Context: an optimization exercise on an open-source flow, tuned for small area, a short achievable clock period and few clock cycles. The choices shown serve that exercise and are no tape-out recipe.
Only simulation tests tie the RTL to the original design; equivalence was not proved.
Power and IR drop assume default switching activity.

$ cat design/flow/config.mk
export PLATFORM = sky130hd
export DESIGN_NAME = bit_packed_decoder
export DESIGN_NICKNAME = bit_packed_decoder
export VERILOG_FILES = /design/flow/design.v
export SDC_FILE = /design/flow/constraint.sdc
export NUM_CORES = 4
export LEC_CHECK = 0
export CAP_MARGIN = 20
export CORE_MARGIN = 2
export CORE_UTILIZATION = 70
export PLACE_DENSITY = 0.7
export SLEW_MARGIN = 20
$ cat design/flow/constraint.sdc
create_clock -name core_clock -period 12.0 [get_ports {clk}]
set_input_delay 2.4000 -clock core_clock [delete_from_list [all_inputs] [get_ports {clk}]]
set_output_delay 2.4000 -clock core_clock [all_outputs]
set_load 0.01 [all_outputs]
$ cat design/flow/design.v
module bit_packed_decoder (
    input  wire        clk,
    input  wire        rst,           
    input  wire        wr_en,
    input  wire [4:0]  wr_idx,
    input  wire [63:0] wr_data,
    output wire        wr_ready,
    input  wire [4:0]  rd_idx,
    output reg  [63:0] rd_data,
    output wire        mem_req,
    output wire [31:0] mem_addr,
    input  wire        mem_ack,
    input  wire [31:0] mem_rdata,
    input  wire        mem_err
);
    localparam [4:0] R_CMD    = 5'd0;
    localparam [4:0] R_STATUS = 5'd1;
    localparam [4:0] R_ARG0   = 5'd2;
    localparam [4:0] R_ARG1   = 5'd3;
    localparam [4:0] R_BASE   = 5'd4;
    localparam [4:0] R_TOTAL  = 5'd5;
    localparam [4:0] R_RES0   = 5'd6;
    localparam [4:0] R_RES1   = 5'd7;
    localparam [4:0] R_PARAM  = 5'd8;
    localparam [4:0] R_BLOCKN = 5'd9;
    localparam [63:0] PARAM_VAL  = 64'h0000_0000_0120_2020;
    localparam [63:0] BLOCKN_VAL = 64'd1024;
    localparam [3:0] OP_UNPACK  = 4'h1;
    localparam [3:0] OP_LOCATE  = 4'h2;
    localparam [3:0] OP_CHUNKAT = 4'h3;
    localparam [3:0] OP_GET     = 4'h4;
    localparam [2:0] E_NONE    = 3'd0;
    localparam [2:0] E_INDEX   = 3'd1;
    localparam [2:0] E_ILLEGAL = 3'd3;
    localparam [2:0] E_ADDR    = 3'd4;
    localparam [2:0] E_BUS     = 3'd5;
    reg [63:0] cmd_q, arg0_q, arg1_q, base_q, total_q;
    reg [53:0] res0_q;       
    reg [10:0] res1_q;       
    reg        busy_q, done_q;
    reg [2:0]  err_q;
    reg [36:0] ts_q, tc_q;   
    reg        hi_q;         
    reg        ck_q;         
    reg        ok_q;         
    reg        pass_q;       
    reg        second_q;     
    assign wr_ready = !(wr_idx == R_CMD && busy_q);
    wire accept = wr_en && wr_idx == R_CMD && !busy_q;
    always @(*) begin
        case (rd_idx)
            R_CMD:    rd_data = cmd_q;
            R_STATUS: rd_data = {56'd0, 1'b0, err_q, 2'b00, done_q, busy_q};
            R_ARG0:   rd_data = arg0_q;
            R_ARG1:   rd_data = arg1_q;
            R_BASE:   rd_data = base_q;
            R_TOTAL:  rd_data = total_q;
            R_RES0:   rd_data = {10'd0, res0_q};
            R_RES1:   rd_data = {53'd0, res1_q};
            R_PARAM:  rd_data = PARAM_VAL;
            R_BLOCKN: rd_data = BLOCKN_VAL;
            default:  rd_data = 64'd0;
        endcase
    end
    wire [3:0] op = wr_data[3:0];
    wire       u  = wr_data[7];
    wire [7:0] w  = wr_data[15:8];
    wire [5:0] w6 = wr_data[13:8];
    wire w_ok    = (w >= 8'd1) && (w <= 8'd32);
    wire illegal = (wr_data[6:4] != 3'd0) || (wr_data[63:16] != 48'd0) ||
                   !((op == OP_LOCATE) ||
                     ((op == OP_UNPACK || op == OP_CHUNKAT || op == OP_GET) && w_ok));
    wire is_ck = (op == OP_CHUNKAT);
    wire        ck_now = busy_q && ck_q;
    wire [63:0] cmp_a  = ck_now ? {arg0_q[53:0], 10'd0} : arg0_q;
    wire        ge_cmp = (ck_now && arg0_q[63:54] != 10'd0) || (cmp_a >= total_q);
    wire        ge_n   = (arg0_q[63:10] != 54'd0);
    reg idx_err;
    always @(*) begin
        case (op)
            OP_UNPACK:  idx_err = !u && ge_n;
            OP_LOCATE,
            OP_GET:     idx_err = !u && ge_cmp;
            default:    idx_err = 1'b0;      
        endcase
    end
    wire [31:0] x     = (op == OP_UNPACK) ? arg1_q[31:0] : base_q[31:0];
    wire        x_big = (op == OP_UNPACK) ? (arg1_q[63:32] != 32'd0) : (base_q[63:32] != 32'd0);
    wire        m_big = is_ck ? (arg0_q[63:27] != 37'd0) : (arg0_q[63:37] != 27'd0);
    wire [36:0] m     = is_ck ? {arg0_q[26:0], 10'd0} : arg0_q[36:0];
    wire [43:0] p0 = {7'd0, w6[0] ? m : 37'd0} | {2'd0, w6[5] ? m : 37'd0, 5'd0};
    wire [43:0] p1 = {6'd0, w6[1] ? m : 37'd0, 1'd0};
    wire [43:0] p2 = {5'd0, w6[2] ? m : 37'd0, 2'd0};
    wire [43:0] p3 = {4'd0, w6[3] ? m : 37'd0, 3'd0};
    wire [43:0] p4 = {3'd0, w6[4] ? m : 37'd0, 4'd0};
    wire [43:0] px = {7'd0, x[31:0], 5'd0};
    wire [43:0] s1 = px ^ p0 ^ p1;
    wire [43:0] c1 = {(px & p0 | px & p1 | p0 & p1), 1'b0};
    wire [43:0] s2 = p2 ^ p3 ^ p4;
    wire [43:0] c2 = {(p2 & p3 | p2 & p4 | p3 & p4), 1'b0};
    wire [43:0] s3 = s1 ^ c1 ^ s2;
    wire [43:0] c3 = {(s1 & c1 | s1 & s2 | c1 & s2), 1'b0};
    wire [43:0] ts = s3 ^ c3 ^ c2;
    wire [43:0] tc = {(s3 & c3 | s3 & c2 | c3 & c2), 1'b0};
    wire t_hi = (ts[43:37] != 7'd0) || (tc[43:37] != 7'd0) ||
                x_big || m_big;
    wire t_safe = !t_hi && !ts[36] && !tc[36] && !(ts[35] && tc[35]);
    wire [36:0] tcx  = second_q ? 37'd32 : tc_q;       
    wire [37:0] t    = {1'b0, ts_q} + {1'b0, tcx};
    wire [31:0] addr = t[36:5];
    wire [4:0]  biw  = t[4:0];
    wire        ovf  = hi_q || t[37];
    wire [5:0]  pw   = cmd_q[13:8];
    wire        span = ({1'b0, biw} + pw) > 6'd32;
    wire rd_err = ovf || (span && addr == 32'hFFFF_FFFF);
    wire [6:0] ck_tail = {1'b0, addr[10:5]} + {1'b0, pw} + {6'd0, (addr[4:0] != 5'd0)};
    wire       ck_err  = ovf || (&addr[31:11] && ck_tail > 7'd64);
    wire [31:0] w0    = second_q ? {tc_q[36:6], 1'b0} : mem_rdata;    
    wire [63:0] pair  = {mem_rdata, w0} >> biw;
    wire [31:0] fmask = (pw == 6'd32) ? 32'hFFFF_FFFF : ((32'd1 << pw) - 32'd1);
    wire [31:0] value = pair[31:0] & fmask;
    wire rd_busy = busy_q && !ck_q;
    assign mem_req  = rd_busy && ok_q;
    assign mem_addr = addr;
    wire [63:0] wd = wr_data & {64{!rst}};
    wire we_arg0  = wr_en && wr_idx == R_ARG0;
    wire we_arg1  = wr_en && wr_idx == R_ARG1;
    wire we_base  = wr_en && wr_idx == R_BASE;
    wire we_total = wr_en && wr_idx == R_TOTAL;
    always @(posedge clk) begin
        if (rst || accept)   cmd_q   <= wd;
        if (rst || we_arg0)  arg0_q  <= wd;
        if (rst || we_arg1)  arg1_q  <= wd;
        if (rst || we_base)  base_q  <= wd;
        if (rst || we_total) total_q <= wd;
    end
    wire acc_ok   = accept && !illegal && !idx_err;
    wire ck_ierr  = !cmd_q[7] && ge_cmp;
    wire ck_fast  = ck_now && ok_q && !pass_q;              
    wire ck_check = ck_now && !ok_q;                        
    wire ck_late  = busy_q && ck_q && pass_q;               
    wire rd_check = rd_busy && !ok_q;                      
    wire rd_fail  = rd_check && rd_err;                    
    wire rd_ack   = mem_req && mem_ack;
    wire rd_first = rd_ack && !mem_err && span && !second_q;
    wire rd_last  = rd_ack && !mem_err && !rd_first;
    reg        res_we;
    reg [53:0] res0_d;
    reg [10:0] res1_d;
    always @(*) begin
        res_we = 1'b0;
        res0_d = {22'd0, value};
        res1_d = {10'd0, second_q};
        if (acc_ok && op == OP_LOCATE) begin
            res_we = 1'b1;
            res0_d = arg0_q[63:10];
            res1_d = {1'b0, arg0_q[9:0]};
        end else if (ck_fast || ck_late) begin
            res_we = ck_late || !ck_ierr;
            res0_d = {22'd0, addr};
            res1_d = {pw, 5'd0};
        end else if (rd_last) begin
            res_we = 1'b1;
        end
    end
    always @(posedge clk) begin
        if (rst || res_we) begin
            res0_q <= res0_d & {54{!rst}};
            res1_q <= res1_d & {11{!rst}};
        end
    end
    always @(posedge clk) begin
        if (rst) begin
            busy_q <= 1'b0;
            done_q <= 1'b0;
            err_q  <= E_NONE;
        end else if (accept) begin
            done_q <= 1'b1;
            err_q  <= E_NONE;
            if (illegal)
                err_q <= E_ILLEGAL;
            else if (idx_err)
                err_q <= E_INDEX;
            else if (op != OP_LOCATE) begin
                done_q <= 1'b0;
                busy_q <= 1'b1;
            end
        end else if (ck_fast) begin
            if (ck_ierr)
                err_q <= E_INDEX;
            done_q <= 1'b1;
            busy_q <= 1'b0;
        end else if (ck_check) begin
            if (ck_ierr || ck_err) begin
                err_q  <= ck_ierr ? E_INDEX : E_ADDR;
                done_q <= 1'b1;
                busy_q <= 1'b0;
            end
        end else if (ck_late) begin
            done_q <= 1'b1;
            busy_q <= 1'b0;
        end else if (rd_fail) begin
            err_q  <= E_ADDR;
            done_q <= 1'b1;
            busy_q <= 1'b0;
        end else if (rd_ack) begin
            if (mem_err) begin
                err_q  <= E_BUS;
                done_q <= 1'b1;
                busy_q <= 1'b0;
            end else if (rd_last) begin
                done_q <= 1'b1;
                busy_q <= 1'b0;
            end
        end
    end
    always @(posedge clk) begin
        if (accept) begin
            ts_q     <= ts[36:0];
            tc_q     <= tc[36:0];
            hi_q     <= t_hi;
            ck_q     <= is_ck;
            ok_q     <= t_safe;
            pass_q   <= 1'b0;
            second_q <= 1'b0;
        end else if (ck_check) begin
            ok_q     <= 1'b1;                    
            pass_q   <= 1'b1;
        end else if (rd_check) begin
            ok_q     <= 1'b1;                    
        end else if (rd_first) begin
            ts_q        <= t[36:0];
            tc_q[36:6]  <= mem_rdata[31:1];
            second_q    <= 1'b1;
        end
    end
endmodule
$ cat design/flow/flow/run.sh
#!/bin/bash
# The standard layout, with two changes to how it is made (the period and
# the constraints are unchanged):
#  - every port still gets its own buffer, but a plain buf_1 rather than the
#    delay buffer the resizer picks by default;
#  - timing repair aims 5.5 ns below the clock period.
set -euo pipefail
bash standard.sh "BUFFER_PORTS_ARGS=-buffer_cell sky130_fd_sc_hd__buf_1" \
    SETUP_SLACK_MARGIN=5.5 finish > standard.log 2>&1
$ cat design/flow/standard.sh
#!/bin/bash
# synth_recipe.tcl (not shown) runs the flow's synth.tcl, then flattens the netlist and writes it again
# the make line also repeats each setting of config.mk as NAME=value (left out here)
make -C /OpenROAD-flow-scripts/flow DESIGN_CONFIG=/design/flow/config.mk WORK_HOME=/design/flow/orfs CLKGATE_MAP_FILE= SYNTH_SCRIPT=/design/flow/synth_recipe.tcl "${@:-finish}"
==> results of run 1 <==
cell families after synthesis:
group | Yosys count | share of synthesized area, %
buffers and inverters | 427 | 4.92
flip-flops | 465 | 41.3
AO/OA/AOI/OAI | 682 | 14.5
AND/OR/NAND/NOR | 1247 | 17.8
adder cells (fa/ha/maj) | 264 | 13.0
XOR/XNOR | 28 | 0.728
multiplexers | 234 | 7.83
per-stage QoR:
| stage | worst slack [ps] | power [mW] | cells | area (um^2) |
|---|---|---|---|---|
| 3_3_place_gp | 4690 | 2.96 | 4004 | 34900 |
| 6_report | 5410 | 4.65 | 4123 | 37300 |
| 3_5_place_dp | 4370 | 3.00 | 4004 | 34900 |
| 4_1_cts | 5470 | 4.56 | 4110 | 37000 |
| 2_1_floorplan | 4090 | 2.63 | 3347 | 33700 |
| 5_1_grt | 5260 | 4.77 | 4121 | 37300 |
how the worst min path moves through the flow:
stage	end	slack, ps
after detailed placement	err_q[2]	520
after CTS	err_q[2]	530
after global placement	err_q[2]	490
after global routing	err_q[2]	570
final	err_q[2]	560
after floorplan	err_q[0]	440
critical path, cell delays in order:
cell and delay, ps:
sky130_fd_sc_hd__buf_1 380, sky130_fd_sc_hd__nor4b_2 410, sky130_fd_sc_hd__buf_6 510, sky130_fd_sc_hd__mux2i_1 650
sky130_fd_sc_hd__fa_1 540, sky130_fd_sc_hd__fa_1 550, sky130_fd_sc_hd__inv_1 50, sky130_fd_sc_hd__fa_1 410
sky130_fd_sc_hd__nor4_1 280, sky130_fd_sc_hd__nand4_1 120, sky130_fd_sc_hd__a21oi_1 130, sky130_fd_sc_hd__o211ai_1 160
sky130_fd_sc_hd__o41ai_1 380
cell usage in the layout (no fill, tap or decap), drive strengths merged, types with 24 or more instances in the layout:
| cell | n |
|---|---|
| a211oi | 46 |
| a21o | 38 |
| a21oi | 135 |
| a22oi | 186 |
| and2 | 101 |
| and3 | 76 |
| buf | 277 |
| clkbuf | 68 |
| clkinv | 24 |
| edfxtp | 458 |
| fa | 145 |
| ha | 119 |
| inv | 204 |
| mux2 | 76 |
| mux2i | 142 |
| nand2 | 506 |
| nand3 | 83 |
| nand4 | 38 |
| nor2 | 179 |
| nor2b | 121 |
| nor3 | 40 |
| nor4 | 54 |
| o21ai | 111 |
synth_stat cells, types with 83 or more instances:
cell type,number,area [um^2]
sky130_fd_sc_hd__mux2i_1,142,1420
sky130_fd_sc_hd__ha_1,119,1490
sky130_fd_sc_hd__inv_1,201,754
sky130_fd_sc_hd__nor2_1,178,668
sky130_fd_sc_hd__and2_1,101,632
sky130_fd_sc_hd__fa_1,145,2900
sky130_fd_sc_hd__a22oi_1,186,1400
sky130_fd_sc_hd__nand3_1,83,415
sky130_fd_sc_hd__o21ai_0,103,515
sky130_fd_sc_hd__clkbuf_1,183,687
sky130_fd_sc_hd__nor2b_1,121,757
sky130_fd_sc_hd__edfxtp_1,458,13800
sky130_fd_sc_hd__a21oi_1,134,671
sky130_fd_sc_hd__nand2_1,505,1900
cell type report:
| type | instances | area, um^2 | area share [%] |
|---|---|---|---|
| clock inverters | 33 | 409 | 1.10 |
| repair inverters | 1 | 5.00 | 0.0134 |
| diodes | 2 | 5.00 | 0.0134 |
| well taps | 615 | 769 | 2.07 |
| multi-input cells | 2456 | 18400 | 49.5 |
| repair buffers | 291 | 1750 | 4.69 |
| clock buffers | 55 | 1230 | 3.29 |
| inverters | 205 | 773 | 2.08 |
| flip-flops and latches | 465 | 13900 | 37.3 |
where the power goes:
part | total, mW | switching, mW | internal [mW] | leakage, nW
clock | 1.61 | 0.694 | 0.913 | 0.796
combinational | 1.01 | 0.640 | 0.373 | 9.44
sequential | 2.03 | 0.122 | 1.91 | 4.46
total | 4.65 | 1.46 | 3.20 | 14.7
per-layer routing:
| layer | global-route usage, % | part of all wire [%] | vias up |
|---|---|---|---|
| met4 | 35.3 | 9.8 | 4 |
| li1 | - | - | 12433 |
| met5 | 0 | 0.031 | - |
| met3 | 13.3 | 15 | 876 |
| met2 | 77.0 | 44 | 3124 |
| met1 | 61.7 | 32 | 14208 |
registers in the layout, indices dropped and copies added (netlist names):
name,cells
second_q,1
arg1_q,64
base_q,64
ok_q,1
res1_q,11
cmd_q,64
tc_q,33
hi_q,1
pass_q,1
res0_q,54
err_q,3
done_q,1
total_q,64
arg0_q,64
ts_q,37
busy_q,1
ck_q,1
what timing repair did:
action | in CTS | in global routing
gates cloned | 5 | 5
setup buffers | 13 | 5
pin swaps | 8 | 8
setup endpoints to repair | 154 | 147
hold buffers | 0 | 0
gates resized for setup | 43 | 32
==> reports/metrics.csv, run 1 <==
metric,value,unit
fraction_of_synthesis_flops_using_an_asynchronous_set_or_reset_pin,0,%
criticalPathCategory,primary input to register,
tritoncts.num_buffers,48,
power.density_cell_area,125,mW/mm^2
path_clk_slew,70,ps
final_wl,128000,um
first_pass_iters,7,
post_synth_instance_area,0.0337,mm^2
timing.rr.end,res0_q[28],
final_max_slew_viol_count,0,
synth.yosys.seq_area_share,41.3,%
synth.avg_cell_area,10.1,um^2
placementRows,80,
critical_path.startpoint,wr_data[0],
flow.area_growth_from_synthesis,10.7,%
regToRegStartpoint,busy_q,
min_delay_path_depth,2,
detailedRoute.firstIterationViolations,5729,
clock-root-buffer,sky130_fd_sc_hd__clkbuf_16,
run_status,timing/DRC/antenna clean,
post_drt_via_cell_ratio,7.43,
yosys_warn_count,1,
synth_nets,3722,
num-fill-cells,2973,
grt_setup_unrepaired,yes,
synth_edf_count,458,
slew_headroom,19.4,%
worst_skew_pair.late_latency,640,ps
distinct_cell_type_count_of_the_synthesized_netlist,80,
num-nets-final,3843,
clock.fmax,0.152,GHz
worstPathArrival,7000,ps
setup_viol,0,
vias,30645,
tritoncts_clock_tree,yes,
totalNegativeSetupSlack,0,ps
die_area,0.0499,mm^2
grt_overflow_total,0,
hp-class,register to register,
power.static_leakage,14.7,nW
initial_core_utilization,70.7,%
antenna_violating_nets_post_route,0,
worstHoldStart,err_q[2],
grt_max_degree,78,
syn-instance-count,3347,
synth_seq_cells,465,
fin_crit,6590,ps
routabilityCongestion,1.03,
crit_path_max_fanout,34,
dp.final_hpwl,86100,um
cts_buffer_depth,3,
die_width,223,um
worst_r2r_path_depth,16,
port-buffer-count,208,
count_of_endpoints_failing_hold_in_the_final_timing_report,0,
number_of_global_route_vias_before_repair,29512,
worstPathRequired,12410,ps
drt-wirelength-per-cell,30.9,um
worst-slew-pin-transition,1210,ps
antenna_found_initial,4,
rrSetupSlack,5660,ps
cts_htree_levels,2,
drt_drc_violations_left,0,
placeableCoreArea,0.0476,mm^2
fin_util,78.2,%
drv_cap,0,
io_pins,209,
grt_pass1_wl,185000,um
irDropWorstVdd,0.182,mV
critPathCapture,ok_q,
skew,40.6,ps
floorplan.die.height,223,um
tritoncts_num_sinks,465,
yosys_most_used_dff,sky130_fd_sc_hd__edfxtp_1,
grt_usage,50.0,%
drive_gt1_share,9.93,%
timing.critical_path.from_type,primary input,
timing.hold.ws,564,ps
critPathCaptureType,register,
layout_worst_path_cycle_share,54.9,%
Testbench counts, summed over its fixed seeds: cycles 9,944.
==> inputs of run 2 (changes only) <==
--- a/design/flow/config.mk
+++ b/design/flow/config.mk
@@ -7,6 +7,6 @@
 export LEC_CHECK = 0
 export CAP_MARGIN = 20
 export CORE_MARGIN = 2
-export CORE_UTILIZATION = 70
-export PLACE_DENSITY = 0.7
+export CORE_UTILIZATION = 65
+export CTS_BUF_LIST = sky130_fd_sc_hd__clkbuf_2 sky130_fd_sc_hd__clkbuf_4 sky130_fd_sc_hd__clkbuf_8
 export SLEW_MARGIN = 20
==> run 2 against run 1 <==
Clock skew shrank 1.7 ps; register-to-register slack got worse by 30 ps; design area is 0.23% higher; total power fell by 2.0%; sequential share of layout area fell by 0.085 points.
==> reports/metrics.csv, run 2 <==
metric,value,unit
grt_usage,46.8,%
die_area,0.0536,mm^2
clock-root-buffer,sky130_fd_sc_hd__clkbuf_8,
distinct_cell_type_count_of_the_synthesized_netlist,80,
irDropWorstVdd,0.162,mV
tritoncts.num_buffers,79,
totalNegativeSetupSlack,0,ps
grt_max_degree,78,
main_combinational_cell_family_by_area_after_synthesis,simple AND/OR/NAND/NOR gates,
worst_skew_pair.late_latency,700,ps
tritoncts_num_sinks,465,
crit_path_max_fanout,29,
floorplan.die.height,232,um
worst-slew-pin-transition,1250,ps
setup_viol,0,
place_worst_setup_slack,4340,ps
drt-wirelength-per-cell,29.8,um
antenna_found_initial,2,
synth.yosys.seq_area_share,41.3,%
placeableCoreArea,0.0513,mm^2
first_pass_iters,8,
grt_pass1_wl,185000,um
initial_core_utilization,65.6,%
vias,30107,
netlist.area_leader.share,40.8,%
synth_area_leaders,"sky130_fd_sc_hd__edfxtp_1, sky130_fd_sc_hd__fa_1, sky130_fd_sc_hd__nand2_1, sky130_fd_sc_hd__ha_1, sky130_fd_sc_hd__mux2i_1",
flow.area_growth_from_synthesis,10.9,%
criticalPathCategory,primary input to output port,
drive_gt1_share,11.3,%
port-buffer-count,208,
synth_edf_count,458,
drv_cap,0,
count_of_endpoints_failing_hold_in_the_final_timing_report,0,
clock.fmax,0.152,GHz
slew_headroom,15.8,%
post_synth_instance_area,0.0337,mm^2
grt_setup_unrepaired,yes,
number_of_global_route_vias_before_repair,29120,
layout_worst_path_cycle_share,55.0,%
post-layout-total-power,4.56,mW
detailedRoute.firstIterationViolations,4923,
power.static_leakage,14.7,nW
syn-instance-count,3347,
synth_seq_cells,465,
drt_drc_violations_left,0,
cts_htree_levels,3,
routabilityCongestion,1.01,
io_pins,209,
power.density_cell_area,122,mW/mm^2
critPathCaptureType,output port,
fraction_of_synthesis_flops_using_an_asynchronous_set_or_reset_pin,0,%
cts_buffer_depth,3,
hp-class,register to register,
complex_gate_fraction_of_the_synthesized_area,14.5,%
num-nets-final,3875,
final_wl,127000,um
placedCellCount,4073,
path_clk_slew,60,ps
worstPathArrival,4200,ps
crit_slowest_cell,sky130_fd_sc_hd__or3_4,
muxShareOfSynthArea,7.83,%
netlist_top_cells_count,"sky130_fd_sc_hd__nand2_1, sky130_fd_sc_hd__edfxtp_1, sky130_fd_sc_hd__inv_1",
synth_largest_area_cell,sky130_fd_sc_hd__edfxtp_1,
die_width,232,um
min_delay_path_depth,2,
synth_xor_xnor_area_share,0.728,%
synth_nets,3722,
most-common-layout-cells,"sky130_fd_sc_hd__nand2_1, sky130_fd_sc_hd__edfxtp_1, sky130_fd_sc_hd__buf_1",
dp.final_hpwl,87300,um
fin_util,72.8,%
skew,38.9,ps
timing.critical_path.from_type,primary input,
grt_overflow_total,0,
path_cells,buf_1 -> or3_4 -> nor2_4 -> buf_12 -> a222oi_1 -> nand3_1 -> clkbuf_2,
fin_crit,6600,ps
cp_slowest_stage_delay,460,ps
synth.avg_cell_area,10.1,um^2
post_drt_via_cell_ratio,7.09,
synth-simple-area-share,17.8,%
run_status,timing/DRC/antenna clean,
yosys_warn_count,1,
synthAdderAreaFrac,13.0,%
worstPathRequired,9600,ps
num-fill-cells,3728,
worst_r2r_path_depth,15,
yosys_most_used_dff,sky130_fd_sc_hd__edfxtp_1,
postLayoutSetupSlackWorst,5400,ps
tritoncts_clock_tree,yes,
final_max_slew_viol_count,0,
placementRows,83,
layout.cells.non_filler,4244,
antenna_violating_nets_post_route,0,
synthMostInstantiatedCell,sky130_fd_sc_hd__nand2_1,
most_common_library_cell_in_the_layout_ignoring_fill_and_taps,sky130_fd_sc_hd__nand2_1,
## run 2: worst max-delay path, delay by kind of cell
family / cells / cell delay [ps]
AOI/OAI and AO/OA: 1 / 160
buffers and inverters: 3 / 620
and+or+nand+nor: 3 / 1000
## run 2: area by class of cell
cell class,count,area (um^2),area share (%)
Tap cell,680,851,2.28
Multi-Input combinational cell,2455,18400,49.3
Timing Repair inverter,1,5.00,0.0134
Sequential cell,465,13900,37.2
Antenna cell,2,5.00,0.0134
Inverter,205,773,2.07
Timing Repair Buffer,293,1760,4.70
Clock inverter,39,345,0.925
Clock buffer,104,1290,3.45
## run 2: through the flow
step                      area [um^2]  hold WS [ps]
after floorplan                 33700           438
after global placement          35000           497
after detailed placement        35000           496
after CTS                       37200           507
after global routing            37300           531
final                           37300           523
## run 2: what timing repair did
action | in CTS | in global routing
pin swaps | 9 | 4
gates resized for setup | 49 | 27
gates cloned | 7 | 3
buffers inserted | 14 | 2
hold buffers | 0 | 0
setup endpoints to repair | 91 | 135
## run 2: routing by layer
metal	GRT usage, %	share of wire (%)	up-vias
li1	-	-	12509
met1	59.3	33	14332
met2	73.7	45	2647
met3	10.8	14	619
met4	28.0	7.9	0
met5	0	0	-
## run 2: worst paths after layout
path | from | end | slack, ps
hold reg to reg | err_q[2] | err_q[2] | 520
setup reg to reg | busy_q | res0_q[9] | 5630
setup / recovery | rd_idx[3] | rd_data[7] | 5400
hold / removal | err_q[2] | err_q[2] | 520
## run 2: cells by family after synthesis
group / Yosys count
and+or+nand+nor: 1247
AOI/OAI and AO/OA: 682
DFF: 465
buffers and inverters: 427
adders and majority gates: 264
muxes: 234
xor gates and xnor gates: 28
## run 2: report_power, final
group | internal, mW | leakage, nW | switching (mW)
sequential | 1.91 | 4.46 | 0.115
clock | 0.818 | 0.851 | 0.711
combinational | 0.372 | 9.43 | 0.634

[separate check: timing with driven ports]
The results above use ideal ports. As a check the final layouts listed here were re-extracted and re-timed, cells and wires unchanged.
Step 1 assumes that a clkbuf_16 drives the clock port and a buf_2 every other input.
Step 2, shift: input delay + t, output delay - t, t = (earliest + latest rising clock arrival at the registers) / 2. This alone moves slack from input paths to output paths.
Three values: ideal ports, drivers, drivers and shift; two values: the first two.
| run | shift t [ns] | setup slack, ns | worst setup path after step 2 |
|---|---|---|---|
| run 1 | 0.681 | 5.412 / 5.349 / 4.755 | input to register |
| run 2 | 0.744 | 5.403 / 5.383 / 5.004 | input to register |
After both steps every run listed still meets setup and hold. For run 1, which loses most, drivers alone change the setup slack by -0.063 ns; drivers and shift together by -0.657 ns.
